What follows belongs to an exercise in optimizing a design on an open flow for small area, a short achievable clock period and few clock cycles per item; a production flow would make more cautious choices. The RTL was checked by simulation tests, not by an equivalence proof against the original design. Power figures rest on the tool's default switching activity, not on a simulated workload.

==> flow/design.v (excerpt) <==
module cbus_rx (
    input  wire       clk,
    input  wire       rst,           
    input  wire       cfg_valid,
    input  wire [7:0] cfg_addr,
    input  wire       cfg_domain,    
    output wire       map_fault,
    input  wire       short_form,    
    input  wire       in_valid,
    input  wire [7:0] in_data,
    input  wire       in_last,
    output wire       in_ready,
    output wire       out_valid,
    input  wire       out_ready,
    output wire [2:0] out_type,
    output wire [7:0] out_ack_char,
    output wire       out_monitored,
    output wire       out_ok,
    output wire       out_domain,
    output wire [7:0] out_csum,
    output wire [5:0] out_len,
    output wire [3:0] out_nsubs,
    output wire [7:0] out_id,
    output wire [7:0] out_group,
    output wire [7:0] out_param,
    output wire       out_has_param
);
==> flow/config.mk <==
export PLATFORM = sky130hd
export DESIGN_NAME = cbus_rx
export DESIGN_NICKNAME = cbus_rx
export VERILOG_FILES = /design/flow/design.v
export SDC_FILE = /design/flow/constraint.sdc
export NUM_CORES = 4
export LEC_CHECK = 0
export CAP_MARGIN = 20
export CORE_MARGIN = 2
export CORE_UTILIZATION = 40
export SLEW_MARGIN = 20
==> flow/constraint.sdc <==
create_clock -name core_clock -period 10.0 [get_ports {clk}]
set_input_delay 2.0000 -clock core_clock [delete_from_list [all_inputs] [get_ports {clk}]]
set_output_delay 2.0000 -clock core_clock [all_outputs]
set_load 0.01 [all_outputs]
standard.sh (not shown) runs the stock make flow with config.mk's settings and CLKGATE_MAP_FILE= SYNTH_SCRIPT=/design/flow/synth_recipe.tcl, a recipe that flattens the netlist after the stock synthesis.
==> flow/flow/run.sh <==
#!/bin/bash
# The standard layout (standard.sh: ORFS synthesis through final
# routing), with these changes to how the layout is made:
#  * ports are buffered with buf_2 instead of the resizer's default pick;
#  * the resizer may change a cell's footprint when it repairs timing;
#  * clock tree sinks are clustered in larger groups (fewer clock buffers).
# Make's full output goes to flow_make.log in this folder; each ORFS step
# keeps its own log under orfs/logs/.
set -euo pipefail
bash standard.sh SETUP_SLACK_MARGIN=6.3 \
    "BUFFER_PORTS_ARGS=-buffer_cell sky130_fd_sc_hd__buf_2" \
    MATCH_CELL_FOOTPRINT=0 \
    CTS_CLUSTER_SIZE=24 CTS_CLUSTER_DIAMETER=80 \
    finish > flow_make.log 2>&1
Testbench counts at the start, summed over its fixed seeds: cycles 55,274, chars 54,986.
Next try:
--- a/flow/flow/run.sh
+++ b/flow/flow/run.sh
@@ -3,3 +3,3 @@
 # routing), with these changes to how the layout is made:
-#  * ports are buffered with buf_2 instead of the resizer's default pick;
+#  * ports are buffered with buf_4 instead of the resizer's default pick;
 #  * the resizer may change a cell's footprint when it repairs timing;
@@ -9,4 +9,4 @@
 set -euo pipefail
-bash standard.sh SETUP_SLACK_MARGIN=6.3 \
-    "BUFFER_PORTS_ARGS=-buffer_cell sky130_fd_sc_hd__buf_2" \
+bash standard.sh SETUP_SLACK_MARGIN=6.6 \
+    "BUFFER_PORTS_ARGS=-buffer_cell sky130_fd_sc_hd__buf_4" \
     MATCH_CELL_FOOTPRINT=0 \
CORE_UTILIZATION = 55   (was 40)
Effect: The changed run ran to the end with no violations. Final area grows by 2.2%. Wire length increases by 3.1%. Non-clock buffer count climbs by 80. Power falls by 0.88%.
Next try:
--- a/flow/flow/run.sh
+++ b/flow/flow/run.sh
@@ -9,3 +9,3 @@
 set -euo pipefail
-bash standard.sh SETUP_SLACK_MARGIN=6.6 \
+bash standard.sh SETUP_SLACK_MARGIN=6.3 \
     "BUFFER_PORTS_ARGS=-buffer_cell sky130_fd_sc_hd__buf_4" \
CORE_UTILIZATION = 40   (was 55)
- The new run ran to the end with no violations
- worst setup slack improves by 49 ps
- fmax rises slightly
- design area goes down slightly
- synthesized cell count does not change
- core utilization fell by 18 points
- global-route usage fell by 9.9 points
- via count shrinks by a few percent
- clock power stays flat
- sequential cell count stays the same

* * *

Setup of P:
cbus_rx, a different RTL version from the one above (not shown whole).
Size: ~940 flip-flops, about 84 I/O pins.
clock: 10.0 ns
lec_check: 0
cap_margin: 20
core_margin: 2
core_utilization: 40
slew_margin: 20
==> flow/flow/run.sh <==
#!/bin/bash
# The standard layout (standard.sh: ORFS synthesis through final
# routing), with these changes to how the layout is made:
#  * ports are buffered with buf_4 instead of the resizer's default pick;
#  * the resizer may change a cell's footprint when it repairs timing;
#  * clock tree sinks are clustered in larger groups (fewer clock buffers).
# Make's full output goes to flow_make.log in this folder; each ORFS step
# keeps its own log under orfs/logs/.
set -euo pipefail
bash standard.sh SETUP_SLACK_MARGIN=6.3 \
    "BUFFER_PORTS_ARGS=-buffer_cell sky130_fd_sc_hd__buf_4" \
    MATCH_CELL_FOOTPRINT=0 \
    CTS_CLUSTER_SIZE=24 CTS_CLUSTER_DIAMETER=80 \
    finish > flow_make.log 2>&1
Testbench counts of P, summed over its fixed seeds: cycles 55,274, chars 54,986.
Input-level comparison between Q and P:
==> flow/flow/run.sh <==
#!/bin/bash
# The standard layout (standard.sh: ORFS synthesis through final
# routing), with these changes to how the layout is made:
#  * ports are buffered with buf_2 instead of the resizer's default pick;
#  * the resizer may change a cell's footprint when it repairs timing;
#  * clock tree sinks are clustered in larger groups (fewer clock buffers).
# Make's full output goes to flow_make.log in this folder; each ORFS step
# keeps its own log under orfs/logs/.
set -euo pipefail
bash standard.sh SETUP_SLACK_MARGIN=6.3 \
    "BUFFER_PORTS_ARGS=-buffer_cell sky130_fd_sc_hd__buf_2" \
    MATCH_CELL_FOOTPRINT=0 \
    CTS_CLUSTER_SIZE=24 CTS_CLUSTER_DIAMETER=80 \
    finish > flow_make.log 2>&1
==> run notes <==
Q | status: complete | timing, DRC, antenna: pass
On layout cell share with drive strength beyond 1: between Q and P, it ends up lower for P.
Q vs P, post-route clock period utilization went up by 0.46 points.
As far as total negative setup slack goes, P and Q are indistinguishable; the numbers are identical.
| number of buffers added by the clock tree synthesis step | Q vs P | 1 higher |
Of Q and P, it is Q that has the higher met2 wire length.

[what the ideal ports hide]
The results above use ideal ports. As a check the final layouts listed here were re-extracted and re-timed, cells and wires unchanged.
Step 1: set_driving_cell puts a clkbuf_16 on clk and a buf_2 on each other input, an assumption about the parent block.
Step 2 times the ports against the registers' clock, not the clock port: input delays grow and output delays shrink by t, the midpoint of the rising clock arrivals with the driver on.
Slacks: ideal / step 1 / step 2; pairs: ideal / step 1.
| run | shift t [ns] | setup WS [ns] | worst hold slack (ns) | latest minus earliest clock arrival (ns) |
|---|---|---|---|---|
| the first run of note 1 | 0.712 | 6.140 / 6.167 / 5.455 | 0.349 / 0.349 / 0.349 | 0.028 / 0.028 |
| the second run of note 1 | 0.704 | 6.153 / 6.118 / 5.464 | 0.346 / 0.346 / 0.346 | 0.039 / 0.040 |
| the third run of note 1 | 0.720 | 6.202 / 6.218 / 5.513 | 0.349 / 0.349 / 0.349 | 0.033 / 0.033 |
| P | 0.711 | 6.254 / 6.280 / 5.581 | 0.353 / 0.353 / 0.353 | 0.049 / 0.049 |
| Q | 0.729 | 6.208 / 6.205 / 5.505 | 0.349 / 0.349 / 0.349 | 0.039 / 0.038 |
After both steps setup and hold are still met in every run listed. The setup slack of Q, which loses most, moves by -0.003 ns with the drivers and by -0.703 ns with both steps.
